What follows belongs to an exercise in optimizing a design on an open flow for small area and few clock cycles; a production flow would make more cautious choices.
RTL that was checked went through simulation tests only; none was proved equivalent to the original.
For runs 1 and 2, only the layout was checked, not whether the RTL still works.
Power and IR drop assume default switching activity. The flow treats the clock pin as an ideal source, which a real chip does not have.

--- flow/run.sh ---
#!/bin/bash
set -euo pipefail
W=$(pwd)

rm -rf "$W/scripts_abc"
cp -r "$FLOW_HOME/scripts" "$W/scripts_abc"
cp "$W/flow/abc.script" "$W/scripts_abc/abc_speed.script"

CTS="-sink_clustering_enable -repair_clock_nets -dont_use_dummy_load"
CTS="$CTS -buf_list sky130_fd_sc_hd__clkbuf_16"
CTS="$CTS -sink_clustering_size 28 -sink_clustering_max_diameter 80"

bash "$W/standard.sh" "SCRIPTS_DIR=$W/scripts_abc" synth > "$W/log_synth.txt" 2>&1
bash "$W/standard.sh" "CTS_ARGS=$CTS" finish > "$W/log_finish.txt" 2>&1
--- flow/abc.script ---
&get -n
&st
&syn3
&dch -f
&nf -R 1000
&put
--- standard.sh ---
#!/bin/bash
# synth_recipe.tcl (not shown) runs the flow's synth.tcl, then flattens the netlist and writes it again
# the make line also repeats each setting of config.mk as NAME=value (left out here)
make -C /OpenROAD-flow-scripts/flow DESIGN_CONFIG=/design/flow/config.mk WORK_HOME=/design/flow/orfs CLKGATE_MAP_FILE= SYNTH_SCRIPT=/design/flow/synth_recipe.tcl "${@:-finish}"
--- config.mk ---
export PLATFORM = sky130hd
export DESIGN_NAME = pte_core
export DESIGN_NICKNAME = pte_core
export VERILOG_FILES = /design/flow/design.v
export SDC_FILE = /design/flow/constraint.sdc
export NUM_CORES = 4
export LEC_CHECK = 0
export CAP_MARGIN = 20
export CORE_MARGIN = 2
export CORE_UTILIZATION = 65
export SLEW_MARGIN = 20
--- constraint.sdc ---
create_clock -name core_clock -period 30.0 [get_ports {clk}]
set_input_delay 6.0000 -clock core_clock [delete_from_list [all_inputs] [get_ports {clk}]]
set_output_delay 6.0000 -clock core_clock [all_outputs]
set_load 0.01 [all_outputs]
--- design.v ---
module pte_core (
    input  wire       clk,
    input  wire       rst,
    input  wire       wr_en,
    input  wire [6:0] wr_addr,
    input  wire [7:0] wr_data,
    output wire       wr_ready,
    input  wire       start,
    input  wire       cfg_packet,    
    input  wire [2:0] cfg_order,     
    input  wire [5:0] cfg_count,     
    input  wire [5:0] cfg_group,     
    input  wire [5:0] cfg_zigzag,    
    input  wire       cfg_gamma,
    output wire       busy,
    output wire       out_valid,
    input  wire       out_ready,
    output wire [7:0] out_data,
    output wire       out_last
);
    localparam BUFLEN = 96;
    function [7:0] gamma_rom(input [7:0] v);
        begin
            case (v)
            8'd0: gamma_rom = 8'd0;
            8'd1: gamma_rom = 8'd0;
            8'd2: gamma_rom = 8'd0;
            8'd3: gamma_rom = 8'd0;
            8'd4: gamma_rom = 8'd0;
            8'd5: gamma_rom = 8'd0;
            8'd6: gamma_rom = 8'd0;
            8'd7: gamma_rom = 8'd0;
            8'd8: gamma_rom = 8'd0;
            8'd9: gamma_rom = 8'd0;
            8'd10: gamma_rom = 8'd0;
            8'd11: gamma_rom = 8'd0;
            8'd12: gamma_rom = 8'd0;
            8'd13: gamma_rom = 8'd0;
            8'd14: gamma_rom = 8'd0;
            8'd15: gamma_rom = 8'd0;
            8'd16: gamma_rom = 8'd0;
            8'd17: gamma_rom = 8'd0;
            8'd18: gamma_rom = 8'd0;
            8'd19: gamma_rom = 8'd0;
            8'd20: gamma_rom = 8'd0;
            8'd21: gamma_rom = 8'd0;
            8'd22: gamma_rom = 8'd0;
            8'd23: gamma_rom = 8'd0;
            8'd24: gamma_rom = 8'd0;
            8'd25: gamma_rom = 8'd0;
            8'd26: gamma_rom = 8'd0;
            8'd27: gamma_rom = 8'd0;
            8'd28: gamma_rom = 8'd1;
            8'd29: gamma_rom = 8'd1;
            8'd30: gamma_rom = 8'd1;
            8'd31: gamma_rom = 8'd1;
            8'd32: gamma_rom = 8'd1;
            8'd33: gamma_rom = 8'd1;
            8'd34: gamma_rom = 8'd1;
            8'd35: gamma_rom = 8'd1;
            8'd36: gamma_rom = 8'd1;
            8'd37: gamma_rom = 8'd1;
            8'd38: gamma_rom = 8'd1;
            8'd39: gamma_rom = 8'd1;
            8'd40: gamma_rom = 8'd1;
            8'd41: gamma_rom = 8'd2;
            8'd42: gamma_rom = 8'd2;
            8'd43: gamma_rom = 8'd2;
            8'd44: gamma_rom = 8'd2;
            8'd45: gamma_rom = 8'd2;
            8'd46: gamma_rom = 8'd2;
            8'd47: gamma_rom = 8'd2;
            8'd48: gamma_rom = 8'd2;
            8'd49: gamma_rom = 8'd3;
            8'd50: gamma_rom = 8'd3;
            8'd51: gamma_rom = 8'd3;
            8'd52: gamma_rom = 8'd3;
            8'd53: gamma_rom = 8'd3;
            8'd54: gamma_rom = 8'd3;
            8'd55: gamma_rom = 8'd3;
            8'd56: gamma_rom = 8'd4;
            8'd57: gamma_rom = 8'd4;
            8'd58: gamma_rom = 8'd4;
            8'd59: gamma_rom = 8'd4;
            8'd60: gamma_rom = 8'd4;
            8'd61: gamma_rom = 8'd5;
            8'd62: gamma_rom = 8'd5;
            8'd63: gamma_rom = 8'd5;
            8'd64: gamma_rom = 8'd5;
            8'd65: gamma_rom = 8'd6;
            8'd66: gamma_rom = 8'd6;
            8'd67: gamma_rom = 8'd6;
            8'd68: gamma_rom = 8'd6;
            8'd69: gamma_rom = 8'd7;
            8'd70: gamma_rom = 8'd7;
            8'd71: gamma_rom = 8'd7;
            8'd72: gamma_rom = 8'd7;
            8'd73: gamma_rom = 8'd8;
            8'd74: gamma_rom = 8'd8;
            8'd75: gamma_rom = 8'd8;
            8'd76: gamma_rom = 8'd9;
            8'd77: gamma_rom = 8'd9;
            8'd78: gamma_rom = 8'd9;
            8'd79: gamma_rom = 8'd10;
            8'd80: gamma_rom = 8'd10;
            8'd81: gamma_rom = 8'd10;
            8'd82: gamma_rom = 8'd11;
            8'd83: gamma_rom = 8'd11;
            8'd84: gamma_rom = 8'd11;
            8'd85: gamma_rom = 8'd12;
            8'd86: gamma_rom = 8'd12;
            8'd87: gamma_rom = 8'd13;
            8'd88: gamma_rom = 8'd13;
            8'd89: gamma_rom = 8'd13;
            8'd90: gamma_rom = 8'd14;
            8'd91: gamma_rom = 8'd14;
            8'd92: gamma_rom = 8'd15;
            8'd93: gamma_rom = 8'd15;
            8'd94: gamma_rom = 8'd16;
            8'd95: gamma_rom = 8'd16;
            8'd96: gamma_rom = 8'd17;
            8'd97: gamma_rom = 8'd17;
            8'd98: gamma_rom = 8'd18;
            8'd99: gamma_rom = 8'd18;
            8'd100: gamma_rom = 8'd19;
            8'd101: gamma_rom = 8'd19;
            8'd102: gamma_rom = 8'd20;
            8'd103: gamma_rom = 8'd20;
            8'd104: gamma_rom = 8'd21;
            8'd105: gamma_rom = 8'd21;
            8'd106: gamma_rom = 8'd22;
            8'd107: gamma_rom = 8'd22;
            8'd108: gamma_rom = 8'd23;
            8'd109: gamma_rom = 8'd24;
            8'd110: gamma_rom = 8'd24;
            8'd111: gamma_rom = 8'd25;
            8'd112: gamma_rom = 8'd25;
            8'd113: gamma_rom = 8'd26;
            8'd114: gamma_rom = 8'd27;
            8'd115: gamma_rom = 8'd27;
            8'd116: gamma_rom = 8'd28;
            8'd117: gamma_rom = 8'd29;
            8'd118: gamma_rom = 8'd29;
            8'd119: gamma_rom = 8'd30;
            8'd120: gamma_rom = 8'd31;
            8'd121: gamma_rom = 8'd32;
            8'd122: gamma_rom = 8'd32;
            8'd123: gamma_rom = 8'd33;
            8'd124: gamma_rom = 8'd34;
            8'd125: gamma_rom = 8'd35;
            8'd126: gamma_rom = 8'd35;
            8'd127: gamma_rom = 8'd36;
            8'd128: gamma_rom = 8'd37;
            8'd129: gamma_rom = 8'd38;
            8'd130: gamma_rom = 8'd39;
            8'd131: gamma_rom = 8'd39;
            8'd132: gamma_rom = 8'd40;
            8'd133: gamma_rom = 8'd41;
            8'd134: gamma_rom = 8'd42;
            8'd135: gamma_rom = 8'd43;
            8'd136: gamma_rom = 8'd44;
            8'd137: gamma_rom = 8'd45;
            8'd138: gamma_rom = 8'd46;
            8'd139: gamma_rom = 8'd47;
            8'd140: gamma_rom = 8'd48;
            8'd141: gamma_rom = 8'd49;
            8'd142: gamma_rom = 8'd50;
            8'd143: gamma_rom = 8'd50;
            8'd144: gamma_rom = 8'd51;
            8'd145: gamma_rom = 8'd52;
            8'd146: gamma_rom = 8'd54;
            8'd147: gamma_rom = 8'd55;
            8'd148: gamma_rom = 8'd56;
            8'd149: gamma_rom = 8'd57;
            8'd150: gamma_rom = 8'd58;
            8'd151: gamma_rom = 8'd59;
            8'd152: gamma_rom = 8'd60;
            8'd153: gamma_rom = 8'd61;
            8'd154: gamma_rom = 8'd62;
            8'd155: gamma_rom = 8'd63;
            8'd156: gamma_rom = 8'd64;
            8'd157: gamma_rom = 8'd66;
            8'd158: gamma_rom = 8'd67;
            8'd159: gamma_rom = 8'd68;
            8'd160: gamma_rom = 8'd69;
            8'd161: gamma_rom = 8'd70;
            8'd162: gamma_rom = 8'd72;
            8'd163: gamma_rom = 8'd73;
            8'd164: gamma_rom = 8'd74;
            8'd165: gamma_rom = 8'd75;
            8'd166: gamma_rom = 8'd77;
            8'd167: gamma_rom = 8'd78;
            8'd168: gamma_rom = 8'd79;
            8'd169: gamma_rom = 8'd81;
            8'd170: gamma_rom = 8'd82;
            8'd171: gamma_rom = 8'd83;
            8'd172: gamma_rom = 8'd85;
            8'd173: gamma_rom = 8'd86;
            8'd174: gamma_rom = 8'd87;
            8'd175: gamma_rom = 8'd89;
            8'd176: gamma_rom = 8'd90;
            8'd177: gamma_rom = 8'd92;
            8'd178: gamma_rom = 8'd93;
            8'd179: gamma_rom = 8'd95;
            8'd180: gamma_rom = 8'd96;
            8'd181: gamma_rom = 8'd98;
            8'd182: gamma_rom = 8'd99;
            8'd183: gamma_rom = 8'd101;
            8'd184: gamma_rom = 8'd102;
            8'd185: gamma_rom = 8'd104;
            8'd186: gamma_rom = 8'd105;
            8'd187: gamma_rom = 8'd107;
            8'd188: gamma_rom = 8'd109;
            8'd189: gamma_rom = 8'd110;
            8'd190: gamma_rom = 8'd112;
            8'd191: gamma_rom = 8'd114;
            8'd192: gamma_rom = 8'd115;
            8'd193: gamma_rom = 8'd117;
            8'd194: gamma_rom = 8'd119;
            8'd195: gamma_rom = 8'd120;
            8'd196: gamma_rom = 8'd122;
            8'd197: gamma_rom = 8'd124;
            8'd198: gamma_rom = 8'd126;
            8'd199: gamma_rom = 8'd127;
            8'd200: gamma_rom = 8'd129;
            8'd201: gamma_rom = 8'd131;
            8'd202: gamma_rom = 8'd133;
            8'd203: gamma_rom = 8'd135;
            8'd204: gamma_rom = 8'd137;
            8'd205: gamma_rom = 8'd138;
            8'd206: gamma_rom = 8'd140;
            8'd207: gamma_rom = 8'd142;
            8'd208: gamma_rom = 8'd144;
            8'd209: gamma_rom = 8'd146;
            8'd210: gamma_rom = 8'd148;
            8'd211: gamma_rom = 8'd150;
            8'd212: gamma_rom = 8'd152;
            8'd213: gamma_rom = 8'd154;
            8'd214: gamma_rom = 8'd156;
            8'd215: gamma_rom = 8'd158;
            8'd216: gamma_rom = 8'd160;
            8'd217: gamma_rom = 8'd162;
            8'd218: gamma_rom = 8'd164;
            8'd219: gamma_rom = 8'd167;
            8'd220: gamma_rom = 8'd169;
            8'd221: gamma_rom = 8'd171;
            8'd222: gamma_rom = 8'd173;
            8'd223: gamma_rom = 8'd175;
            8'd224: gamma_rom = 8'd177;
            8'd225: gamma_rom = 8'd180;
            8'd226: gamma_rom = 8'd182;
            8'd227: gamma_rom = 8'd184;
            8'd228: gamma_rom = 8'd186;
            8'd229: gamma_rom = 8'd189;
            8'd230: gamma_rom = 8'd191;
            8'd231: gamma_rom = 8'd193;
            8'd232: gamma_rom = 8'd196;
            8'd233: gamma_rom = 8'd198;
            8'd234: gamma_rom = 8'd200;
            8'd235: gamma_rom = 8'd203;
            8'd236: gamma_rom = 8'd205;
            8'd237: gamma_rom = 8'd208;
            8'd238: gamma_rom = 8'd210;
            8'd239: gamma_rom = 8'd213;
            8'd240: gamma_rom = 8'd215;
            8'd241: gamma_rom = 8'd218;
            8'd242: gamma_rom = 8'd220;
            8'd243: gamma_rom = 8'd223;
            8'd244: gamma_rom = 8'd225;
            8'd245: gamma_rom = 8'd228;
            8'd246: gamma_rom = 8'd231;
            8'd247: gamma_rom = 8'd233;
            8'd248: gamma_rom = 8'd236;
            8'd249: gamma_rom = 8'd239;
            8'd250: gamma_rom = 8'd241;
            8'd251: gamma_rom = 8'd244;
            8'd252: gamma_rom = 8'd247;
            8'd253: gamma_rom = 8'd249;
            8'd254: gamma_rom = 8'd252;
            8'd255: gamma_rom = 8'd255;
                default: gamma_rom = 8'd0;
            endcase
        end
    endfunction
    reg [7:0] live [0:BUFLEN-1];
    reg       r_busy;
    reg       r_packet;
    reg [2:0] r_order;
    reg [4:0] r_last;      
    reg [5:0] r_group;
    reg [5:0] r_zm1;       
    reg       r_gamma;
    reg [4:0] pix;         
    reg [4:0] t;           
    reg [4:0] src;         
    reg [4:0] la_runpos;   
    reg       la_runodd;   
    reg [4:0] la_zz;       
    reg [5:0] d_rem;
    reg [4:0] d_quo;
    assign busy      = r_busy;
    assign out_valid = r_busy;
    wire xfer     = r_busy & out_ready;
    wire [4:0] t_max = r_packet ? 5'd25 : 5'd11;
    wire pix_end  = (t == t_max);
    wire last_pix = (pix == r_last);
    assign out_last = pix_end & last_pix;
    wire [4:0] la_pix   = pix + 5'd1;
    wire       la_wrap  = ({1'b0, la_runpos} == r_zm1);
    wire [6:0] rev_sum  = {2'b0, la_pix} + {1'b0, r_zm1};
    wire [4:0] rev_top  = (rev_sum >= {2'b0, r_last}) ? r_last : rev_sum[4:0] + 5'd1;
    wire [4:0] la_zz_n  = la_wrap ? (la_runodd ? la_pix + 5'd1 : rev_top)
                                  : (la_runodd ? la_zz - 5'd1 : la_zz + 5'd1);
    reg [1:0] chan;
    always @(*) begin
        if (r_packet) begin
            if (t < 5'd18)      chan = 2'd2;
            else if (t < 5'd22) chan = 2'd1;
            else                chan = 2'd0;
        end else begin
            case ({r_order, t[3:2]})
                {3'd0, 2'd0}: chan = 2'd0;
                {3'd0, 2'd1}: chan = 2'd1;
                {3'd0, 2'd2}: chan = 2'd2;
                {3'd1, 2'd0}: chan = 2'd1;
                {3'd1, 2'd1}: chan = 2'd0;
                {3'd1, 2'd2}: chan = 2'd2;
                {3'd2, 2'd0}: chan = 2'd2;
                {3'd2, 2'd1}: chan = 2'd0;
                {3'd2, 2'd2}: chan = 2'd1;
                {3'd3, 2'd0}: chan = 2'd0;
                {3'd3, 2'd1}: chan = 2'd2;
                {3'd3, 2'd2}: chan = 2'd1;
                {3'd4, 2'd0}: chan = 2'd1;
                {3'd4, 2'd1}: chan = 2'd2;
                {3'd4, 2'd2}: chan = 2'd0;
                {3'd5, 2'd0}: chan = 2'd2;
                {3'd5, 2'd1}: chan = 2'd1;
                {3'd5, 2'd2}: chan = 2'd0;
                default:      chan = 2'bxx;
            endcase
        end
    end
    reg [23:0] rd_pix;
    integer k;
    always @(*) begin
        rd_pix = 24'd0;
        for (k = 0; k < 32; k = k + 1)
            rd_pix = rd_pix | ({24{src == k}} & {live[3*k+2], live[3*k+1], live[3*k]});
    end
    wire [7:0] rd_raw = (chan == 2'd0) ? rd_pix[7:0] :
                        (chan == 2'd1) ? rd_pix[15:8] : rd_pix[23:16];
    wire [7:0] rd_val = r_gamma ? gamma_rom(rd_raw) : rd_raw;
    wire [1:0] grp = rd_val[7 - 2*t[1:0] -: 2];
    reg pbit;
    always @(*) begin
        case (t)
            5'd0:  pbit = 1'b0;
            5'd1:  pbit = pix[4];
            5'd2:  pbit = pix[3];
            5'd3:  pbit = pix[2];
            5'd4:  pbit = pix[1];
            5'd5:  pbit = pix[0];
            5'd6:  pbit = 1'b1;
            5'd7:  pbit = 1'b1;
            5'd8:  pbit = 1'b0;
            5'd9:  pbit = 1'b0;
            5'd10: pbit = 1'b1;
            5'd11: pbit = 1'b1;
            5'd12: pbit = 1'b0;
            5'd13: pbit = 1'b0;
            default: pbit = rd_val[7 - ((t[1:0] + 2'd2) & 2'd3)];
        endcase
    end
    assign out_data = r_packet ? {3'b011, ~pbit, ~pbit, ~pbit, 2'b00}
                               : {2'b00, ~grp[0], ~grp[0], 2'b01, ~grp[1], ~grp[1]};
    wire wr_live = (wr_addr < BUFLEN);
    assign wr_ready = ~r_busy | ~wr_live | (out_last & out_ready);
    always @(posedge clk) begin
        if (wr_en && wr_ready && wr_live)
            live[wr_addr] <= wr_data;
    end
    wire [6:0] d_try = {d_rem, d_quo[4]};
    wire       d_ge  = (d_try >= {1'b0, r_group});
    wire [6:0] d_sub = d_try - {1'b0, r_group};
    always @(posedge clk) begin
        if (t == 5'd0) begin
            d_rem <= 6'd0;
            d_quo <= la_zz;
        end else if (xfer && t <= 5'd5) begin
            d_rem <= d_ge ? d_sub[5:0] : d_try[5:0];
            d_quo <= {d_quo[3:0], d_ge};
        end
    end
    always @(posedge clk) begin
        if (rst) begin
            r_busy <= 1'b0;
        end else if (!r_busy) begin
            if (start)
                r_busy <= 1'b1;
        end else if (xfer && pix_end && last_pix) begin
            r_busy <= 1'b0;
        end
    end
    always @(posedge clk) begin
        if (!r_busy) begin
            r_packet  <= cfg_packet;
            r_order   <= cfg_order;
            r_last    <= cfg_count[4:0] - 5'd1;
            r_group   <= cfg_group;
            r_zm1     <= cfg_zigzag - 6'd1;
            r_gamma   <= cfg_gamma;
            pix       <= 5'd0;
            t         <= 5'd0;
            src       <= 5'd0;
            la_runpos <= (cfg_zigzag == 6'd1) ? 5'd0 : 5'd1;
            la_runodd <= (cfg_zigzag == 6'd1);
            la_zz     <= 5'd1;
        end else if (xfer) begin
            if (pix_end) begin
                t         <= 5'd0;
                pix       <= la_pix;
                src       <= d_quo;
                la_runpos <= la_wrap ? 5'd0 : la_runpos + 5'd1;
                la_runodd <= la_runodd ^ la_wrap;
                la_zz     <= la_zz_n;
            end else begin
                t <= t + 5'd1;
            end
        end
    end
endmodule
==> impl_metrics.py, run 1 <==
metrics = {
    "clocking": {
        "cts_max_level": 2,
        "clk_latency_ps": 630,
        "postCtsSetupBuffers": 0,
        "cts_resized": 0,
        "root_buffer": "clkbuf_16",
        "cts.sinks": 828,
        "cts.path.max_buffers": 3,
        "hold_buffers": 0,
        "cts_tree": "yes",
        "path_clk_slew_ps": 70,
        "cts_made_buffers": 38,
    },
    "grt": {
        "grt_max_degree": 97,
        "top_usage_layer": "met2",
        "grt-ovfl-total": 0,
        "antenna_found_initial": 0,
        "grt_pass1_wl_um": 122200,
        "gr-usage-met3": 0.04711,
        "first_global_vias": 19450,
        "grtUsageTotal": 0.3279,
        "use_met1": 0.4444,
        "use_met2": 0.5409,
    },
    "critical_path": {
        "r2r-end": "live[7][4]",
        "worstPathCellList": "clkdlybuf4s50_1 -> nand2_1 -> o211ai_1 -> clkdlybuf4s50_1",
        "timing.rr.start": "t[4]",
        "crit_path_start": "out_ready",
        "crit_end": "wr_ready",
        "crit_arrival_ps": 7690,
        "reg2reg_slack_ps": 25830,
        "startpoint_type": "input pin",
        "critPathMaxFanout": 11,
        "critPathMaxStageDelay_ps": 760,
        "required_ps": 24000,
        "critPathMostFrequentCell": "clkdlybuf4s50_1",
        "worstSetupPathType": "in2out",
        "cp_slowest_cell": "clkdlybuf4s50_1",
        "end_kind": "output pin",
        "ff2ff_path_depth": 10,
    },
    "logic_synthesis": {
        "synthArstFlopShare": 0,
        "synth_compound_area_frac": 0.1249,
        "synth_seq_area_share": 0.7569,
        "synthTopCellsByArea": "edfxtp_1 (74%), a222oi_1 (3.6%), a22oi_1 (2.4%)",
        "synth_top_family_by_area": "compound AO/OA/AOI/OAI gates",
        "synth-main-ff-cell": "edfxtp_1",
        "avgSynthCellArea_um2": 15.86,
        "synth_nets": 2143,
        "synthXorXnorAreaFrac": 0.01267,
        "ys_warn_count": 1,
        "ys_ff_latch": 828,
        "synth_area_leader_cell": "edfxtp_1",
        "synth.area.mux_share": 0.003889,
        "synth_area_um2": 32490,
        "synth_top_area_frac": 0.7403,
        "yosysUniqueCellTypes": 57,
        "synth_simple_gate_area_frac": 0.07428,
        "synth_edf_count": 801,
        "synthCells": 2049,
        "synth_fa_ha_area_frac": 0.02033,
    },
    "timing": {
        "period_minus_slack_ps": 13690,
        "max_slew_margin": 0.2532,
        "rsz0062_at_grt": "no",
        "finalCritPeriodShare": 0.4562,
        "worst_pin_slew_ps": 1116,
        "hold_viol_final": 0,
        "setup_viol": 0,
        "drv_slew": 0,
        "fin_skew_ps": 92.40,
        "hold_ws_ps": 498.0,
        "fin_tns_setup_ps": 0,
        "max_freq_mhz": 73.06,
    },
    "final_layout": {
        "seqCellArea_um2": 24590,
        "nNetsFinal": 2281,
        "fillerInstances": 3203,
        "multi_input_area_um2": 7776,
        "num_antenna_cells": 0,
        "design_area_um2": 35210,
        "syn_to_final_growth_pct": 8.348,
        "layout-drive-gt1-share": 0.05995,
    },
    "power": {
        "p_leak_nw": 10.94,
        "max-vdd-ir-drop_v": 0.00007024,
        "pwr-share-clk": 0.282,
        "seq_power_share": 0.656,
        "p_sw_w": 0.0004103,
        "power_density_nw_per_um2": 55.45,
        "comb_power_share": 0.062,
        "p_int_w": 0.001542,
        "sw_frac_of_total": 0.2102,
    },
    "place": {
        "place_area_um2": 34250,
        "port_buffers": 52,
        "place.gp.congestion": 0.8818,
        "dp_hpwl_um": 51430,
    },
    "run_status": {
        "status": "complete, no violations",
    },
    "routing": {
        "dr.pass1.iters": 8,
        "vias_per_cell": 7.076,
        "drtIter0Drc": 3161,
        "wirelength_um": 83430,
        "drtAntennaViolNets": 0,
        "vias": 20160,
        "routedWlPerCell_um": 29.28,
        "drc": 0,
    },
    "floorplanning": {
        "die_area_um2": 51790,
        "die_y_um": 227.6,
        "die_w_um": 227.6,
        "coreArea_um2": 49150,
        "std_cell_rows": 81,
        "start_util": 0.6610,
        "io_pins": 55,
    },
    "hold_path": {
        "hp-class": "reg2reg",
    },
    "run": {
        "maxCapViolations": 0,
    },
}
==> layout make-up <==
type / instances / area share
Clock buffer: 38 / 0.02701
Inverter: 52 / 0.005544
Multi-Input combinational cell: 1165 / 0.2209
Sequential cell: 828 / 0.6986
Tap cell: 664 / 0.02360
Timing Repair Buffer: 102 / 0.02438
==> synthesized netlist by cell type (20+ instances only) <==
cell type,count
dfxtp_1,27
ha_1,48
o21ai_0,70
a22oi_1,102
a221oi_1,47
a22o_1,54
nand2_1,132
nand4_1,50
xnor2_1,20
nor3_1,22
nor2_1,203
a21oi_1,56
clkinv_1,52
nand3_1,51
a222oi_1,117
edfxtp_1,801
xor2_1,27
==> cells in the final DEF (no fill, tap or decap), types with 5 or more instances in the layout <==
master,instances
or4_1,6
edfxtp_1,801
a22oi_1,102
o22ai_1,11
dfxtp_1,27
nor2_2,30
clkdlybuf4s50_1,44
mux2_1,5
nor3_1,22
nor2b_1,11
buf_2,7
buf_4,51
mux2i_1,7
xor2_1,27
clkinv_1,52
a21o_1,6
nand3_1,51
nand2_1,132
o21ai_0,67
ha_1,48
a211oi_1,17
or3_1,6
nand4_1,50
o211ai_1,8
nor2_1,173
a221oi_1,47
a22o_1,54
xnor2_1,20
a21oi_1,55
and3_1,14
nor4_1,7
o221ai_1,5
clkbuf_16,38
a222oi_1,117
nand2b_1,7
==> worst min-delay path by stage <==
stage	startpoint	to	cells after the start
6_report	d_rem[1]	d_rem[1]	2
4_1_cts	d_rem[1]	d_rem[1]	2
3_3_place_gp	d_rem[1]	d_rem[1]	2
5_1_grt	d_quo[1]	src[1]	1
3_5_place_dp	d_quo[3]	src[3]	1
2_1_floorplan	la_zz[2]	la_zz[2]	2
==> flip-flops by register name, summed over array words and instances (netlist names) <==
register   flops
d_quo          5
la_runodd      1
t              5
la_zz          5
r_packet       1
src            5
pix            5
la_runpos      5
live         768
r_last         5
r_zm1          6
r_gamma        1
r_order        3
r_busy         1
d_rem          6
r_group        6
==> cells by family (layout without fill, tap and decap cells) <==
group | count (synthesis) | in the layout
DFF | 828 | 828
and+or+nand+nor | 529 | 529
AOI/OAI and AO/OA | 525 | 525
buffers and inverters | 56 | 192
adders and majority gates | 51 | 51
xor gates and xnor gates | 47 | 47
muxes | 12 | 12
other | 1 | 1
==> metal layers <==
metal / wire length [um] / vias to the layer above
met5: 0 / -
met2: 40570 / 1274
met3: 8486 / 191
met4: 3721 / 0
met1: 30640 / 9977
li1: - / 8717
==> through the flow <==
stage | total power (W) | util | std cells | setup slack (ps)
floorplan | 0.001371 | - | 2049 | 16670
global route | 0.002003 | 0.7162 | 2849 | 16040
finish | 0.001952 | 0.7162 | 2849 | 16310
CTS | 0.001954 | 0.7161 | 2849 | 16340
global placement | 0.001423 | 0.6968 | 2811 | 16370
detailed placement | 0.001425 | 0.6968 | 2811 | 16350
==> power groups by stage <==
| stage | sequential [W] | combinational (W) | clock [W] |
|---|---|---|---|
| 2_1_floorplan | 0.00130 | 0.0000675 | 0 |
| 3_3_place_gp | 0.00131 | 0.000117 | 0 |
| 3_5_place_dp | 0.00131 | 0.000119 | 0 |
| 4_1_cts | 0.00128 | 0.000119 | 0.000555 |
| 5_1_grt | 0.00128 | 0.000132 | 0.000589 |
| 6_report | 0.00128 | 0.000121 | 0.000551 |
==> critical path, delay by kind of cell <==
family                 cells  cell delay [ps]
AO/OA/AOI/OAI              1              220
buffers and inverters      2             1340
AND/OR/NAND/NOR            1              130
==> run 2, diff against run 1 <==
--- a/flow/run.sh
+++ b/flow/run.sh
@@ -8,7 +8,7 @@
 
 CTS="-sink_clustering_enable -repair_clock_nets -dont_use_dummy_load"
 CTS="$CTS -buf_list sky130_fd_sc_hd__clkbuf_16"
-CTS="$CTS -sink_clustering_size 28 -sink_clustering_max_diameter 80"
+CTS="$CTS -sink_clustering_size 20 -sink_clustering_max_diameter 60"
 
 bash "$W/standard.sh" "SCRIPTS_DIR=$W/scripts_abc" synth > "$W/log_synth.txt" 2>&1
 bash "$W/standard.sh" "CTS_ARGS=$CTS" finish > "$W/log_finish.txt" 2>&1
==> impl_metrics.py, run 2 <==
metrics = {
    "critical_path": {
        "required_ps": 24000,
        "crit_arrival_ps": 7690,
        "startpoint_type": "input pin",
        "critPathMaxFanout": 11,
        "critPathMostFrequentCell": "clkdlybuf4s50_1",
        "critPathMaxStageDelay_ps": 760,
        "cp_slowest_cell": "clkdlybuf4s50_1",
        "worstPathCellList": "clkdlybuf4s50_1 -> nand2_1 -> o211ai_1 -> clkdlybuf4s50_1",
        "worstSetupPathType": "in2out",
        "end_kind": "output pin",
    },
    "final_layout": {
        "num_antenna_cells": 0,
        "design_area_um2": 35560,
        "syn_to_final_growth_pct": 9.434,
        "final_cell_mix": "edfxtp_1 (801), nor2_1 (172), nand2_1 (132), a222oi_1 (117), a22oi_1 (102)",
        "layout-drive-gt1-share": 0.06639,
        "nNetsFinal": 2295,
        "final_cell_count_no_fill": 2863,
        "layout_commonest_cell": "edfxtp_1",
        "largest_reg_flops": 768,
        "top_register": "live",
    },
    "routing": {
        "drtIter0Drc": 3205,
        "drtAntennaViolNets": 0,
        "drc": 0,
        "vias": 20250,
        "wirelength_um": 83890,
        "vias_per_cell": 7.073,
        "routedWlPerCell_um": 29.30,
        "dr.pass1.iters": 7,
    },
    "grt": {
        "first_global_vias": 19660,
        "grt-ovfl-total": 0,
        "grtUsageTotal": 0.3309,
        "grt_pass1_wl_um": 123400,
        "grt_max_degree": 97,
        "antenna_found_initial": 0,
    },
    "clocking": {
        "cts_made_buffers": 52,
        "path_clk_slew_ps": 60,
        "cts_resized": 0,
        "cts_max_level": 2,
        "cts.path.max_buffers": 3,
        "cts_tree": "yes",
        "root_buffer": "clkbuf_16",
        "clk_latency_ps": 650,
        "cts.sinks": 828,
        "hold_buffers": 0,
        "postCtsSetupBuffers": 0,
    },
    "power": {
        "max-vdd-ir-drop_v": 0.00006376,
        "p_leak_nw": 11.11,
        "power_density_nw_per_um2": 57.61,
        "power_w": 0.002048,
    },
    "logic_synthesis": {
        "synthArstFlopShare": 0,
        "synth_area_um2": 32490,
        "synth_area_leader_cell": "edfxtp_1",
        "synth_edf_count": 801,
        "synthTopCellsByArea": "edfxtp_1 (74%), a222oi_1 (3.6%), a22oi_1 (2.4%)",
        "synth_top_area_frac": 0.7403,
        "synthCells": 2049,
        "synth_seq_area_share": 0.7569,
        "synth_common_cells": "edfxtp_1 (801), nor2_1 (203), nand2_1 (132)",
        "synth-main-ff-cell": "edfxtp_1",
        "synth_nets": 2143,
        "yosysUniqueCellTypes": 57,
        "ys_warn_count": 1,
        "avgSynthCellArea_um2": 15.86,
        "yosysMostFrequentCell": "edfxtp_1",
        "ys_ff_latch": 828,
    },
    "timing": {
        "drv_slew": 0,
        "finalCritPeriodShare": 0.4563,
        "max_freq_mhz": 73.05,
        "worst_pin_slew_ps": 1188,
        "max_slew_margin": 0.2009,
        "setup_viol": 0,
        "hold_viol_final": 0,
        "period_minus_slack_ps": 13690,
        "rsz0062_at_grt": "no",
        "fin_skew_ps": 85.20,
        "fin_tns_setup_ps": 0,
    },
    "floorplanning": {
        "io_pins": 55,
        "die_w_um": 227.6,
        "die_y_um": 227.6,
        "start_util": 0.6610,
        "std_cell_rows": 81,
        "coreArea_um2": 49150,
        "die_area_um2": 51790,
    },
    "place": {
        "place_area_um2": 34250,
        "dp_hpwl_um": 51430,
        "dp.cells": 2811,
        "port_buffers": 52,
        "place.gp.congestion": 0.8818,
    },
    "run": {
        "maxCapViolations": 0,
    },
    "hold_path": {
        "hp-class": "reg2reg",
    },
    "run_status": {
        "status": "complete, no violations",
    },
}
[run 2: cell counts after synthesis]
Identical to the previous run, type by type.
[run 2: layout make-up]
class	count	area, um^2
clock buffers	52	1301
fillers	3175	13600
inverters	52	195.2
multi-input cells	1165	7779
flip-flops and latches	828	24590
well taps	664	830.8
repair buffers	102	858.3
[run 2: critical path, delay by kind of cell]
family,cells,cell delay [ps]
buffers and inverters,2,1340
AO/OA/AOI/OAI,1,230
AND/OR/NAND/NOR,1,130
[run 2: metal layers]
layer	GRT usage	wire length (um)	part of all wire
met5	0	0	0
met4	0.1543	4065	0.048
met3	0.04930	8801	0.10
met2	0.5400	40480	0.48
met1	0.4462	30540	0.36
[run 2: worst paths after layout]
path	startpoint	endpoint	slack, ps	cells past startpoint
hold / removal	d_quo[3]	src[3]	490	1
setup reg to reg	pix[0]	la_zz[3]	25840	15
hold reg to reg	d_quo[3]	src[3]	490	1
setup / recovery	out_ready	wr_ready	16310	4
[run 2: per-stage QoR]
step / worst slack (ps) / hold WS [ps] / util
CTS: 16340 / 496.4 / 0.7232
detailed placement: 16350 / 485.1 / 0.6968
global route: 16050 / 511.0 / 0.7234
finish: 16310 / 488.8 / 0.7234
global placement: 16370 / 472.9 / 0.6968
floorplan: 16670 / 446.9 / -
[run 2: cells by family after synthesis]
logic type / Yosys count / synth area share
flops: 828 / 0.7569
simple gates: 529 / 0.07428
compound gates: 525 / 0.1249
buf+inv: 56 / 0.006931
fa+ha+maj: 51 / 0.02033
xor+xnor: 47 / 0.01267
mux: 12 / 0.003889
other cells: 1 / 0.0001154
[run 2: where the power goes]
| part | internal [W] | switching, W |
|---|---|---|
| registers | 0.00127 | 0.00000635 |
| clock network | 0.000306 | 0.000342 |
| logic | 0.0000401 | 0.0000803 |
==> run 3, diff against run 2 <==
--- a/design.v
+++ b/design.v
@@ -296,7 +296,7 @@
     reg [4:0] la_runpos;   
     reg       la_runodd;   
     reg [4:0] la_zz;       
-    reg [5:0] d_rem;
+    reg [4:0] d_rem;
     reg [4:0] d_quo;
     assign busy      = r_busy;
     assign out_valid = r_busy;
@@ -380,15 +380,15 @@
         if (wr_en && wr_ready && wr_live)
             live[wr_addr] <= wr_data;
     end
-    wire [6:0] d_try = {d_rem, d_quo[4]};
-    wire       d_ge  = (d_try >= {1'b0, r_group});
-    wire [6:0] d_sub = d_try - {1'b0, r_group};
+    wire [5:0] d_try = {d_rem, d_quo[4]};
+    wire       d_ge  = ~r_group[5] & (d_try >= {1'b0, r_group[4:0]});
+    wire [5:0] d_sub = d_try - {1'b0, r_group[4:0]};
     always @(posedge clk) begin
         if (t == 5'd0) begin
-            d_rem <= 6'd0;
+            d_rem <= 5'd0;
             d_quo <= la_zz;
         end else if (xfer && t <= 5'd5) begin
-            d_rem <= d_ge ? d_sub[5:0] : d_try[5:0];
+            d_rem <= d_ge ? d_sub[4:0] : d_try[4:0];
             d_quo <= {d_quo[3:0], d_ge};
         end
     end
==> flow/run.sh (replaced) <==
#!/bin/bash
set -euo pipefail
W=$(pwd)
CTS_SIZE=32
CTS_DIAM=90

rm -rf "$W/scripts_abc"
cp -r "$FLOW_HOME/scripts" "$W/scripts_abc"
cp "$W/flow/abc.script" "$W/scripts_abc/abc_speed.script"

CTS="-sink_clustering_enable -repair_clock_nets -dont_use_dummy_load"
CTS="$CTS -buf_list sky130_fd_sc_hd__clkbuf_16"
CTS="$CTS -sink_clustering_size $CTS_SIZE -sink_clustering_max_diameter $CTS_DIAM"

bash "$W/standard.sh" "SCRIPTS_DIR=$W/scripts_abc" "ADDER_MAP_FILE=" synth > "$W/log_synth.txt" 2>&1
bash "$W/standard.sh" "CTS_ARGS=$CTS" "BUFFER_PORTS_ARGS=-buffer_cell sky130_fd_sc_hd__buf_1" finish > "$W/log_finish.txt" 2>&1
==> flow/abc.script (replaced) <==
&get -n
&st
&syn3
&deepsyn -T 120
&dch -f
&nf -R 1000
&put
--- a/config.mk
+++ b/config.mk
@@ -5,7 +5,7 @@
 export SDC_FILE = /design/flow/constraint.sdc
 export NUM_CORES = 4
 export LEC_CHECK = 0
-export CAP_MARGIN = 20
+export CAP_MARGIN = 5
 export CORE_MARGIN = 2
 export CORE_UTILIZATION = 65
-export SLEW_MARGIN = 20
+export SLEW_MARGIN = 5
==> impl_metrics.py, run 3 <==
metrics = {
    "routing": {
        "drtIter0Drc": 4341,
        "vias_per_cell": 7.589,
        "dr.pass1.iters": 7,
        "vias": 20650,
        "drtAntennaViolNets": 0,
        "wirelength_um": 96820,
        "drc": 0,
        "routedWlPerCell_um": 35.58,
    },
    "logic_synthesis": {
        "synth_edf_count": 801,
        "synthCells": 1962,
        "synth_area_leader_cell": "edfxtp_1",
        "yosysUniqueCellTypes": 56,
        "yosysMostFrequentCell": "edfxtp_1",
        "synth_nets": 2005,
        "synth-main-ff-cell": "edfxtp_1",
        "synth_top_area_frac": 0.7610,
        "synth_seq_area_share": 0.7775,
        "avgSynthCellArea_um2": 16.11,
        "ys_ff_latch": 827,
        "ys_warn_count": 1,
        "synth_area_um2": 31610,
        "synthArstFlopShare": 0,
        "synthTopCellsByArea": "edfxtp_1 (76%), a22oi_1 (3.2%), a222oi_1 (2.7%)",
        "synth_common_cells": "edfxtp_1 (801), nor2_1 (194), nand2_1 (138)",
    },
    "critical_path": {
        "worstPathCellList": "or2_0 -> nor2_2 -> buf_4 -> a22o_1 -> a221oi_1 -> nand4_1 -> nor3_1 -> a22oi_1 -> nand2_1 -> nor2_1 -> nor2_1 -> nor2_1 -> nor2_1 -> nand2_1 -> a21oi_1 -> a2111oi_0 -> o31ai_1 -> a211oi_1 -> or3_1 -> and2_0 -> buf_1",
        "critPathMostFrequentCell": "nor2_1",
        "end_kind": "output pin",
        "worstSetupPathType": "reg2out",
        "crit_arrival_ps": 7410,
        "cp_top_family": "simple AND/OR/NAND/NOR gates",
        "startpoint_type": "flop",
        "cp_slowest_cell": "or2_0",
        "critPathMaxFanout": 18,
        "critPathMaxStageDelay_ps": 630,
        "path_buf_inv": 2,
        "required_ps": 24000,
    },
    "timing": {
        "rsz0062_at_grt": "no",
        "hold_viol_final": 0,
        "drv_slew": 0,
        "period_minus_slack_ps": 13410,
        "finalCritPeriodShare": 0.4470,
        "hold_ws_ps": 480.5,
        "setup_viol": 0,
        "max_freq_mhz": 74.57,
        "max_slew_margin": 0.04419,
        "fin_tns_setup_ps": 0,
        "worst_pin_slew_ps": 1428,
        "fin_skew_ps": 73.00,
    },
    "grt": {
        "grtUsageTotal": 0.3844,
        "grt-ovfl-total": 0,
        "grt_pass1_wl_um": 134900,
        "first_global_vias": 19050,
        "antenna_found_initial": 3,
        "grt_max_degree": 97,
    },
    "run": {
        "maxCapViolations": 0,
    },
    "place": {
        "place.gp.congestion": 0.9270,
        "port_buffers": 52,
        "dp.cells": 2688,
        "dp_hpwl_um": 59370,
    },
    "floorplanning": {
        "start_util": 0.6606,
        "die_area_um2": 50400,
        "io_pins": 55,
        "die_w_um": 224.5,
        "std_cell_rows": 80,
        "coreArea_um2": 47850,
        "die_y_um": 224.5,
    },
    "clocking": {
        "hold_buffers": 0,
        "cts_resized": 0,
        "postCtsSetupBuffers": 0,
        "cts.path.max_buffers": 3,
        "cts_made_buffers": 30,
        "cts_tree": "yes",
        "root_buffer": "clkbuf_16",
        "cts.sinks": 827,
        "clk_latency_ps": 670,
        "cts_max_level": 1,
        "path_clk_slew_ps": 110,
    },
    "final_layout": {
        "layout-drive-gt1-share": 0.06324,
        "top_register": "live",
        "final_cell_mix": "edfxtp_1 (801), nor2_1 (162), nand2_1 (138), a22oi_1 (133), a222oi_1 (84)",
        "syn_to_final_growth_pct": 7.201,
        "final_cell_count_no_fill": 2721,
        "nNetsFinal": 2148,
        "largest_reg_flops": 768,
        "top_regs": "live (768), r_group (6), r_zm1 (6)",
        "layout_commonest_cell": "edfxtp_1",
    },
    "power": {
        "p_leak_nw": 10.30,
        "max-vdd-ir-drop_v": 0.00005544,
        "power_density_nw_per_um2": 54.85,
    },
    "run_status": {
        "status": "complete, no violations",
    },
    "hold_path": {
        "hp-class": "reg2reg",
    },
}
run 3: final timing paths:
| kind | start | endpoint | slack (ps) | depth (start not counted) |
|---|---|---|---|---|
| worst max-delay path | src[0] | out_data[4] | 16590 | 21 |
| worst min-delay path | d_rem[4] | d_rem[4] | 480 | 2 |
| worst max register to register | r_packet | live[2][7] | 25880 | 9 |
| worst min register to register | d_rem[4] | d_rem[4] | 480 | 2 |
run 3: cell type report:
type,instances,area [um^2]
flip-flops and latches,827,24570
fillers,3100,13960
multi-input cells,1100,6967
well taps,615,769.5
clock buffers,30,750.7
repair buffers,115,698.2
inverters,31,116.4
diodes,3,7.507
run 3: through the flow:
step           setup slack [ps]  area (um^2)  utilization  total power, W
2_1_floorplan             17620        31610            -        0.001347
3_3_place_gp              17110        33120       0.6923        0.001387
3_5_place_dp              17130        33120       0.6923        0.001387
4_1_cts                   16950        33880       0.7080        0.001853
5_1_grt                   16440        33880       0.7081        0.001897
6_report                  16590        33880       0.7082        0.001859
run 3: cells by family after synthesis:
group / share of synthesized area
AOI/OAI and AO/OA: 0.1253
xor gates and xnor gates: 0.008867
other: 0.0001186
adders and majority gates: 0.001267
DFF: 0.7775
buffers and inverters: 0.004632
muxes: 0.001702
and+or+nand+nor: 0.08068
run 3: tightest hold or removal path, delay by kind of cell, from the launching register on:
family / cells / cell delay (ps)
compound gates: 1 / 60
flops: 1 / 330
simple gates: 1 / 60
run 3: report_power, final:
| group | total [W] | internal (W) | switching, W | leakage (nW) |
|---|---|---|---|---|
| clock | 0.000494 | 0.000180 | 0.000314 | 0.370 |
| sequential | 0.00128 | 0.00127 | 0.00000539 | 7.45 |
| combinational | 0.0000869 | 0.0000222 | 0.0000647 | 2.48 |
| total | 0.00186 | 0.00147 | 0.000385 | 10.3 |
run 3: layer usage:
layer,up-vias,part of all wire,global-route usage
li1,8418,-,-
met1,10040,0.35,0.5418
met2,1808,0.44,0.5743
met3,378,0.15,0.1083
met4,4,0.057,0.1602
met5,-,0.00045,0
Testbench counts of run 3, summed over its fixed seeds: cycles 59,455.
==> run 4, diff against run 3 <==
--- a/flow/run.sh
+++ b/flow/run.sh
@@ -1,8 +1,8 @@
 #!/bin/bash
 set -euo pipefail
 W=$(pwd)
-CTS_SIZE=32
-CTS_DIAM=90
+CTS_SIZE=24
+CTS_DIAM=70
 
 rm -rf "$W/scripts_abc"
 cp -r "$FLOW_HOME/scripts" "$W/scripts_abc"
==> impl_metrics.py, run 4 <==
metrics = {
    "clocking": {
        "postCtsSetupBuffers": 0,
        "path_clk_slew_ps": 80,
        "cts.sinks": 827,
        "hold_buffers": 0,
        "cts_tree": "yes",
        "cts.path.max_buffers": 3,
        "clk_latency_ps": 640,
        "root_buffer": "clkbuf_16",
        "cts_max_level": 2,
        "cts_made_buffers": 44,
        "cts_resized": 0,
    },
    "routing": {
        "drtAntennaViolNets": 0,
        "routedWlPerCell_um": 35.58,
        "vias_per_cell": 7.584,
        "dr.pass1.iters": 9,
        "drtIter0Drc": 3970,
        "wirelength_um": 97380,
        "drc": 0,
        "vias": 20760,
    },
    "logic_synthesis": {
        "synth_fa_ha_area_frac": 0.001267,
        "yosysMostFrequentCell": "edfxtp_1",
        "synth_compound_area_frac": 0.1253,
        "synthCells": 1962,
        "synth_edf_count": 801,
        "synth_area_leader_cell": "edfxtp_1",
        "avgSynthCellArea_um2": 16.11,
        "synth_common_cells": "edfxtp_1 (801), nor2_1 (194), nand2_1 (138)",
        "synth-main-ff-cell": "edfxtp_1",
        "synth_area_um2": 31610,
        "synth_simple_gate_area_frac": 0.08068,
        "synth_nets": 2005,
        "ys_ff_latch": 827,
        "synth_top_area_frac": 0.7610,
        "synthXorXnorAreaFrac": 0.008867,
        "synthTopCellsByArea": "edfxtp_1 (76%), a22oi_1 (3.2%), a222oi_1 (2.7%)",
        "synth_top_family_by_area": "compound AO/OA/AOI/OAI gates",
        "synth_seq_area_share": 0.7775,
        "ys_warn_count": 1,
        "yosysUniqueCellTypes": 56,
        "synth.area.mux_share": 0.001702,
        "synthArstFlopShare": 0,
    },
    "hold_path": {
        "hp-class": "reg2reg",
    },
    "place": {
        "place.gp.congestion": 0.9270,
        "dp.cells": 2688,
        "dp_hpwl_um": 59370,
        "port_buffers": 52,
        "place_area_um2": 33120,
    },
    "critical_path": {
        "path_buf_inv": 2,
        "critPathMostFrequentCell": "nor2_1",
        "required_ps": 24000,
        "worstSetupPathType": "reg2out",
        "cp_slowest_cell": "or2_0",
        "critPathMaxFanout": 18,
        "crit_arrival_ps": 7220,
        "worstPathCellList": "or2_0 -> nor2_2 -> buf_4 -> a22o_1 -> a221oi_1 -> nand4_1 -> nor3_1 -> a22oi_1 -> nand2_1 -> nor2_1 -> nor2_1 -> nor2_1 -> nor2_1 -> nand2_1 -> a21oi_1 -> a2111oi_0 -> o31ai_1 -> a211oi_1 -> or3_1 -> and2_0 -> buf_1",
        "critPathMaxStageDelay_ps": 630,
        "end_kind": "output pin",
        "cp_top_family": "simple AND/OR/NAND/NOR gates",
        "startpoint_type": "flop",
    },
    "timing": {
        "fin_tns_setup_ps": 0,
        "period_minus_slack_ps": 13220,
        "setup_viol": 0,
        "drv_slew": 0,
        "rsz0062_at_grt": "no",
        "max_freq_mhz": 75.63,
        "fin_skew_ps": 104.2,
        "finalCritPeriodShare": 0.4407,
        "hold_ws_ps": 471.2,
        "hold_viol_final": 0,
        "max_slew_margin": 0.03724,
        "worst_pin_slew_ps": 1439,
    },
    "run_status": {
        "status": "complete, no violations",
    },
    "final_layout": {
        "layout_commonest_cell": "edfxtp_1",
        "top_register": "live",
        "fillerInstances": 3064,
        "design_area_um2": 34240,
        "nNetsFinal": 2162,
        "syn_to_final_growth_pct": 8.325,
        "layout-drive-gt1-share": 0.06944,
        "final_cell_mix": "edfxtp_1 (801), nor2_1 (162), nand2_1 (138), a22oi_1 (133), a222oi_1 (84)",
        "top_regs": "live (768), r_group (6), r_zm1 (6)",
        "final_cell_count_no_fill": 2737,
        "largest_reg_flops": 768,
    },
    "power": {
        "power_density_nw_per_um2": 57.28,
        "p_leak_nw": 10.48,
        "max-vdd-ir-drop_v": 0.00006102,
    },
    "grt": {
        "grt_pass1_wl_um": 135800,
        "antenna_found_initial": 3,
        "first_global_vias": 19200,
        "grt_max_degree": 97,
        "grt-ovfl-total": 0,
        "grtUsageTotal": 0.3888,
    },
    "floorplanning": {
        "io_pins": 55,
        "die_area_um2": 50400,
        "coreArea_um2": 47850,
        "die_y_um": 224.5,
        "start_util": 0.6606,
        "std_cell_rows": 80,
        "die_w_um": 224.5,
    },
    "run": {
        "maxCapViolations": 0,
    },
}
==> run 4: cell counts after synthesis <==
Identical to the previous run, type by type.
==> run 4: area by class of cell <==
class	instances	area [um^2]	share of cell area
clock buffers	44	1101	0.03216
multi-input cells	1100	6967	0.2035
well taps	615	769.5	0.02247
inverters	31	116.4	0.003399
flip-flops and latches	827	24570	0.7177
diodes	5	12.51	0.0003654
repair buffers	115	698.2	0.02039
==> run 4: final timing paths <==
kind	from	to	slack [ps]	cells after the start
setup / recovery	src[0]	out_data[4]	16780	21
hold / removal	d_rem[4]	d_rem[4]	470	2
setup reg to reg	r_packet	live[37][0]	25810	9
hold reg to reg	d_rem[4]	d_rem[4]	470	2
==> run 4: metal layers <==
metal / vias up / share of wire / GRT usage
met5: - / 0.00046 / 0.004888
met4: 4 / 0.050 / 0.1698
li1: 8460 / - / -
met3: 337 / 0.16 / 0.1164
met2: 1859 / 0.44 / 0.5750
met1: 10100 / 0.35 / 0.5448
==> run 4: cell families (layout without fill, tap and decap cells) <==
family / count (synthesis) / in the layout
DFF: 827 / 827
muxes: 5 / 5
other: 1 / 6
and+or+nand+nor: 550 / 550
AOI/OAI and AO/OA: 508 / 508
adders and majority gates: 4 / 4
xor gates and xnor gates: 32 / 32
buffers and inverters: 35 / 190
==> run 4: worst min-delay path, cell delays in order (launching register included) <==
cell and delay, ps:
dfxtp_1 330, nand2_1 50, o31ai_1 60
==> run 4: power breakdown <==
part           internal (W)  switching [W]
clock network      0.000261       0.000336
registers           0.00127     0.00000541
logic             0.0000222      0.0000646
==> run 4: stage by stage <==
| stage | utilization | worst slack [ps] | power [W] |
|---|---|---|---|
| 2_1_floorplan | - | 17620 | 0.001347 |
| 3_3_place_gp | 0.6923 | 17110 | 0.001387 |
| 3_5_place_dp | 0.6923 | 17130 | 0.001387 |
| 4_1_cts | 0.7153 | 17030 | 0.001956 |
| 5_1_grt | 0.7154 | 16610 | 0.002003 |
| 6_report | 0.7156 | 16780 | 0.001961 |
==> run 5, diff against run 4 <==
==> flow/run.sh (replaced) <==
#!/bin/bash
set -euo pipefail
W=$(pwd)
CTS_SIZE=16
CTS_DIAM=60

rm -rf "$W/scripts_abc"
cp -r "$FLOW_HOME/scripts" "$W/scripts_abc"
cp "$W/flow/abc.script" "$W/scripts_abc/abc_speed.script"

CTS="-sink_clustering_enable -repair_clock_nets -dont_use_dummy_load"
CTS="$CTS -buf_list sky130_fd_sc_hd__clkbuf_8"
CTS="$CTS -sink_clustering_size $CTS_SIZE -sink_clustering_max_diameter $CTS_DIAM"

bash "$W/standard.sh" "SCRIPTS_DIR=$W/scripts_abc" "ADDER_MAP_FILE=" synth > "$W/log_synth.txt" 2>&1
bash "$W/standard.sh" "CTS_ARGS=$CTS" "BUFFER_PORTS_ARGS=-buffer_cell sky130_fd_sc_hd__buf_1" finish > "$W/log_finish.txt" 2>&1
==> impl_metrics.py, run 5 <==
metrics = {
    "critical_path": {
        "required_ps": 24000,
        "startpoint_type": "flop",
        "timing.rr.start": "r_packet",
        "ff2ff_path_depth": 9,
        "worstSetupPathType": "reg2out",
        "critPathMaxFanout": 23,
        "end_kind": "output pin",
        "crit_arrival_ps": 7400,
        "r2r-end": "live[37][0]",
        "reg2reg_slack_ps": 25870,
    },
    "logic_synthesis": {
        "synthXorXnorAreaFrac": 0.008867,
        "synthTopCellsByArea": "edfxtp_1 (76%), a22oi_1 (3.2%), a222oi_1 (2.7%)",
        "synth_simple_gate_area_frac": 0.08068,
        "synth_area_leader_cell": "edfxtp_1",
        "synth_edf_count": 801,
        "synth_top_family_by_area": "compound AO/OA/AOI/OAI gates",
        "synth_compound_area_frac": 0.1253,
        "ys_ff_latch": 827,
        "synth.area.mux_share": 0.001702,
        "synth_seq_area_share": 0.7775,
        "synthCells": 1962,
        "ys_warn_count": 1,
        "yosysMostFrequentCell": "edfxtp_1",
        "synth_common_cells": "edfxtp_1 (801), nor2_1 (194), nand2_1 (138)",
        "synth_fa_ha_area_frac": 0.001267,
        "synthArstFlopShare": 0,
        "synth-main-ff-cell": "edfxtp_1",
        "synth_top_area_frac": 0.7610,
        "synth_nets": 2005,
        "avgSynthCellArea_um2": 16.11,
        "synth_area_um2": 31610,
        "yosysUniqueCellTypes": 56,
    },
    "power": {
        "p_leak_nw": 10.36,
        "power_density_nw_per_um2": 55.04,
        "max-vdd-ir-drop_v": 0.00005386,
    },
    "clocking": {
        "root_buffer": "clkbuf_8",
        "hold_buffers": 0,
        "clk_latency_ps": 750,
        "path_clk_slew_ps": 100,
        "cts_made_buffers": 59,
        "cts_max_level": 2,
        "cts_resized": 0,
        "cts_tree": "yes",
        "postCtsSetupBuffers": 0,
        "cts.sinks": 827,
        "cts.path.max_buffers": 3,
    },
    "routing": {
        "vias_per_cell": 7.578,
        "drc": 0,
        "wirelength_um": 97630,
        "vias": 20880,
        "drtIter0Drc": 4428,
        "drtAntennaViolNets": 0,
        "routedWlPerCell_um": 35.44,
        "dr.pass1.iters": 7,
    },
    "hold_path": {
        "holdPathStages": 2,
        "min-delay-start": "d_rem[4]",
        "min_to": "d_rem[4]",
        "hp-class": "reg2reg",
    },
    "timing": {
        "finalCritPeriodShare": 0.4466,
        "hold_ws_ps": 478.1,
        "hold_viol_final": 0,
        "max_freq_mhz": 74.65,
        "rsz0062_at_grt": "no",
        "setup_viol": 0,
        "period_minus_slack_ps": 13400,
        "max_slew_margin": 0.04698,
        "drv_slew": 0,
        "worst_pin_slew_ps": 1424,
        "fin_tns_setup_ps": 0,
        "fin_skew_ps": 101.2,
    },
    "place": {
        "place.gp.congestion": 0.9270,
        "dp.cells": 2688,
        "place_area_um2": 33120,
        "dp_hpwl_um": 59370,
        "port_buffers": 52,
    },
    "floorplanning": {
        "std_cell_rows": 80,
        "die_w_um": 224.5,
        "die_y_um": 224.5,
        "io_pins": 55,
        "die_area_um2": 50400,
        "start_util": 0.6606,
        "coreArea_um2": 47850,
    },
    "final_layout": {
        "layout-drive-gt1-share": 0.07598,
        "nNetsFinal": 2177,
        "final_cell_mix": "edfxtp_1 (801), nor2_1 (162), nand2_1 (138), a22oi_1 (133), a222oi_1 (84)",
        "layout_commonest_cell": "edfxtp_1",
        "fillerInstances": 3106,
        "design_area_um2": 33960,
        "top_regs": "live (768), r_group (6), r_zm1 (6)",
        "top_register": "live",
        "final_cell_count_no_fill": 2755,
        "largest_reg_flops": 768,
        "syn_to_final_growth_pct": 7.434,
    },
    "grt": {
        "grt_pass1_wl_um": 136000,
        "antenna_found_initial": 4,
        "grt_max_degree": 97,
        "grtUsageTotal": 0.3895,
        "first_global_vias": 19220,
        "grt-ovfl-total": 0,
    },
    "run": {
        "maxCapViolations": 0,
    },
    "run_status": {
        "status": "complete, no violations",
    },
}
run 5: final cells by class:
type,instances,area [um^2],area share
diodes,8,20.02,0.0005896
well taps,615,769.5,0.02266
inverters,31,116.4,0.003427
clock buffers,59,812.0,0.02391
repair buffers,115,698.2,0.02056
multi-input cells,1100,6967,0.2052
flip-flops and latches,827,24570,0.7237
run 5: worst max-delay path: stages, from the launching register on:
cell and delay, ps:
dfxtp_1 450, or2_0 640, nor2_2 380, buf_4 370, a22o_1 240, a221oi_1 230
nand4_1 200, nor3_1 880, nand2_1 170, nand3_1 630, nand2_1 510, or2_0 360
and2_0 200, nand3_1 110, o211ai_1 110, nand2_1 70, o311ai_0 150, o31ai_1 150
a211oi_1 120, or3_1 420, and2_0 170, buf_1 120
run 5: kinds of logic (layout without fill, tap and decap cells):
kind of cell,after synthesis,in the layout
flip-flops,827,827
AND/OR/NAND/NOR,550,550
AO/OA/AOI/OAI,508,508
buffers and inverters,35,205
XOR/XNOR,32,32
multiplexers,5,5
adder cells (fa/ha/maj),4,4
other,1,9
run 5: through the flow:
step	utilization	total power [W]	worst slack, ps
floorplan	-	0.001347	17620
global placement	0.6923	0.001387	17110
detailed placement	0.6923	0.001387	17130
CTS	0.7093	0.001864	16900
global route	0.7094	0.001910	16460
finish	0.7097	0.001869	16600
run 5: layer usage:
metal	vias to the layer above	GRT usage	part of all wire
li1	8472	-	-
met2	1771	0.5780	0.44
met1	10280	0.5534	0.36
met4	4	0.1703	0.050
met3	355	0.1041	0.15
met5	-	0	0.00028
run 5: worst max path at each step:
stage	startpoint	endpoint	slack [ps]	cells after the start
global placement	out_ready	wr_ready	17110	3
CTS	src[0]	out_data[4]	16900	21
finish	src[0]	out_data[4]	16600	21
floorplan	wr_addr[5]	wr_ready	17620	1
detailed placement	out_ready	wr_ready	17130	3
global route	src[1]	out_data[4]	16460	21
run 5: power by group:
part / internal [W] / switching [W] / total [W]
Clock: 0.000175 / 0.000329 / 0.000505
Combinational: 0.0000222 / 0.0000645 / 0.0000867
Sequential: 0.00127 / 0.00000537 / 0.00128
==> run 6, diff against run 5 <==
--- a/design.v
+++ b/design.v
@@ -375,7 +375,10 @@
     assign out_data = r_packet ? {3'b011, ~pbit, ~pbit, ~pbit, 2'b00}
                                : {2'b00, ~grp[0], ~grp[0], 2'b01, ~grp[1], ~grp[1]};
     wire wr_live = (wr_addr < BUFLEN);
-    assign wr_ready = ~r_busy | ~wr_live | (out_last & out_ready);
+    wire [4:0] wr_pix  = wr_addr / 7'd3;
+    wire       cur_odd = la_runodd ^ ((la_runpos == 5'd0) & (r_zm1 != 6'd63));
+    wire wr_safe = (~cur_odd & (wr_pix < src)) | (wr_pix > r_last);
+    assign wr_ready = ~r_busy | ~wr_live | (out_last & out_ready) | wr_safe;
     always @(posedge clk) begin
         if (wr_en && wr_ready && wr_live)
             live[wr_addr] <= wr_data;
==> flow/run.sh (replaced) <==
#!/bin/bash
set -euo pipefail
W=$(pwd)
CTS_SIZE=30
CTS_DIAM=85

rm -rf "$W/scripts_abc"
cp -r "$FLOW_HOME/scripts" "$W/scripts_abc"
cp "$W/flow/abc.script" "$W/scripts_abc/abc_speed.script"

CTS="-sink_clustering_enable -repair_clock_nets -dont_use_dummy_load"
CTS="$CTS -buf_list sky130_fd_sc_hd__clkbuf_16"
CTS="$CTS -sink_clustering_size $CTS_SIZE -sink_clustering_max_diameter $CTS_DIAM"

bash "$W/standard.sh" "SCRIPTS_DIR=$W/scripts_abc" "ADDER_MAP_FILE=" synth > "$W/log_synth.txt" 2>&1
bash "$W/standard.sh" "CTS_ARGS=$CTS" "BUFFER_PORTS_ARGS=-buffer_cell sky130_fd_sc_hd__buf_1" finish > "$W/log_finish.txt" 2>&1
==> flow/abc.script (replaced) <==
&get -n
&st
&syn3
&deepsyn -T 300
&dch -f
&nf -R 1000
&put
--- a/config.mk
+++ b/config.mk
@@ -5,7 +5,7 @@
 export SDC_FILE = /design/flow/constraint.sdc
 export NUM_CORES = 4
 export LEC_CHECK = 0
-export CAP_MARGIN = 5
+export CAP_MARGIN = 10
 export CORE_MARGIN = 2
 export CORE_UTILIZATION = 65
-export SLEW_MARGIN = 5
+export SLEW_MARGIN = 10
==> impl_metrics.py, run 6 <==
metrics = {
    "timing": {
        "fin_skew_ps": 124.8,
        "finalCritPeriodShare": 0.5097,
        "max_slew_margin": 0.09529,
        "rsz0062_at_grt": "no",
        "max_freq_mhz": 65.40,
        "hold_ws_ps": 452.5,
        "fin_tns_setup_ps": 0,
        "hold_viol_final": 0,
        "period_minus_slack_ps": 15290,
        "worst_pin_slew_ps": 1352,
        "drv_slew": 0,
        "setup_viol": 0,
    },
    "logic_synthesis": {
        "avgSynthCellArea_um2": 15.98,
        "synth_edf_count": 801,
        "synth_nets": 2027,
        "synth-main-ff-cell": "edfxtp_1",
        "synth_seq_area_share": 0.7753,
        "synth_common_cells": "edfxtp_1 (801), nor2_1 (209), nand2_1 (151)",
        "yosysMostFrequentCell": "edfxtp_1",
        "synthCells": 1984,
        "ys_warn_count": 1,
        "synthArstFlopShare": 0,
        "yosysUniqueCellTypes": 59,
        "ys_ff_latch": 827,
        "synthTopCellsByArea": "edfxtp_1 (76%), a222oi_1 (3.6%), nor2_1 (2.5%)",
        "synth_top_area_frac": 0.7589,
        "synth_area_um2": 31700,
        "synth_area_leader_cell": "edfxtp_1",
    },
    "place": {
        "place_area_um2": 33120,
        "place.gp.congestion": 0.9256,
        "dp_hpwl_um": 60100,
        "dp.cells": 2697,
        "port_buffers": 52,
    },
    "final_layout": {
        "final_cell_mix": "edfxtp_1 (801), nor2_1 (176), nand2_1 (151), a222oi_1 (115), a22oi_1 (97)",
        "fin_util": 0.7087,
        "nNetsFinal": 2162,
        "multi_input_area_um2": 7074,
        "num_antenna_cells": 0,
        "syn_to_final_growth_pct": 7.208,
        "top_register": "live",
        "top_regs": "live (768), r_group (6), r_zm1 (6)",
        "layout-drive-gt1-share": 0.05952,
        "final_cell_count_no_fill": 2732,
        "seqCellArea_um2": 24570,
        "layout_commonest_cell": "edfxtp_1",
        "design_area_um2": 33980,
        "largest_reg_flops": 768,
        "fillerInstances": 3091,
    },
    "grt": {
        "grt_pass1_wl_um": 137300,
        "antenna_found_initial": 5,
        "first_global_vias": 19790,
        "grt_max_degree": 97,
        "use_met1": 0.5409,
        "use_met2": 0.5922,
        "gr-usage-met3": 0.1082,
        "grtUsageTotal": 0.3894,
        "top_usage_layer": "met2",
        "grt-ovfl-total": 0,
    },
    "clocking": {
        "cts_resized": 0,
        "path_clk_slew_ps": 110,
        "postCtsSetupBuffers": 0,
        "cts_made_buffers": 34,
        "cts_tree": "yes",
        "cts.sinks": 827,
        "cts_max_level": 2,
        "clk_latency_ps": 620,
        "root_buffer": "clkbuf_16",
        "hold_buffers": 0,
        "cts.path.max_buffers": 3,
    },
    "routing": {
        "wirelength_um": 97530,
        "vias_per_cell": 7.666,
        "drtAntennaViolNets": 0,
        "dr.pass1.iters": 10,
        "drc": 0,
        "drtIter0Drc": 4228,
        "routedWlPerCell_um": 35.70,
        "vias": 20940,
    },
    "critical_path": {
        "worstSetupPathType": "in2out",
        "crit_arrival_ps": 9290,
        "startpoint_type": "input pin",
        "required_ps": 24000,
        "end_kind": "output pin",
        "critPathMaxFanout": 18,
    },
    "floorplanning": {
        "die_y_um": 224.8,
        "std_cell_rows": 80,
        "die_w_um": 224.8,
        "coreArea_um2": 47950,
        "io_pins": 55,
        "start_util": 0.6611,
        "die_area_um2": 50550,
    },
    "power": {
        "power_density_nw_per_um2": 55.89,
        "p_leak_nw": 10.33,
        "max-vdd-ir-drop_v": 0.00005421,
    },
    "run": {
        "maxCapViolations": 0,
    },
    "hold_path": {
        "hp-class": "reg2reg",
    },
    "run_status": {
        "status": "complete, no violations",
    },
}
## run 6: area by class of cell
class / count / area share
Clock buffer: 34 / 0.02504
Inverter: 27 / 0.002982
Multi-Input combinational cell: 1126 / 0.2082
Sequential cell: 827 / 0.7232
Tap cell: 615 / 0.02264
Timing Repair Buffer: 103 / 0.01801
## run 6: kinds of logic (layout without fill, tap and decap cells)
kind of cell,Yosys count,in the layout,share of synthesized area
simple gates,587,587,0.08562
mux,5,5,0.001776
xor+xnor,30,30,0.008290
buf+inv,31,164,0.004145
other cells,1,1,0.0001183
flops,827,827,0.7753
compound gates,501,501,0.1241
fa+ha+maj,2,2,0.0006316
## run 6: stage by stage
step / setup WS, ps / power [W]
finish: 14710 / 0.001899
global route: 14540 / 0.001935
CTS: 14840 / 0.001891
detailed placement: 14870 / 0.001394
global placement: 14940 / 0.001392
floorplan: 15800 / 0.001350
## run 6: routing by layer
layer,wire (um),vias to the layer above
li1,-,8522
met1,33600,10250
met2,43900,1835
met3,15150,328
met4,4823,10
met5,61,-
## run 6: worst paths after layout
path | start | end | slack (ps) | cells after the start
worst max-delay path | wr_addr[5] | wr_ready | 14710 | 12
worst max register to register | t[0] | live[3][5] | 25160 | 11
worst min-delay path | d_quo[0] | src[0] | 450 | 1
worst min register to register | d_quo[0] | src[0] | 450 | 1
## run 6: critical path, stage by stage
cell	delay [ps]
buf_1	280
or3_1	680
nand2_1	270
o21ai_0	310
xor2_1	280
o21ai_0	180
o211ai_1	130
a21oi_1	90
a221oi_1	240
nor2_1	80
or4_1	580
buf_1	160
## run 6: power breakdown
| group | internal (W) | switching, W |
|---|---|---|
| sequential | 0.00127 | 0.00000778 |
| clock | 0.000206 | 0.000322 |
| combinational | 0.0000221 | 0.0000671 |
| total | 0.00150 | 0.000397 |
Testbench counts of run 6, summed over its fixed seeds: cycles 58,779.

separate check: timing with driven ports:
The results above use ideal ports. As a check the final layouts listed here were re-extracted and re-timed, cells and wires unchanged. Step 1: set_driving_cell puts a clkbuf_16 on clk and a buf_2 on each other input, an assumption about the parent block. Step 2 moves the port delays by t, midway between the first and last clock arrival at a register: inputs arrive t later, outputs are due t later. That takes back most of the time a late clock gives input paths. a / b / c = ideal ports / drivers / drivers and shift; a / b = the first two.
run	t, ns	slack for setup (ns)	pins driven straight from the clock port
run 1	0.638	16.313 / 16.289 / 16.289	1
run 2	0.664	16.311 / 16.286 / 16.286	1
run 3	0.689	16.590 / 16.529 / 17.135	1
run 4	0.645	16.778 / 16.717 / 17.123	1
run 5	0.759	16.603 / 16.542 / 17.127	1
run 6	0.612	14.710 / 14.651 / 14.651	1
After both steps every run listed still meets setup and hold. The setup slack of run 6, which loses most, moves by -0.059 ns with the drivers and by -0.059 ns with both steps.
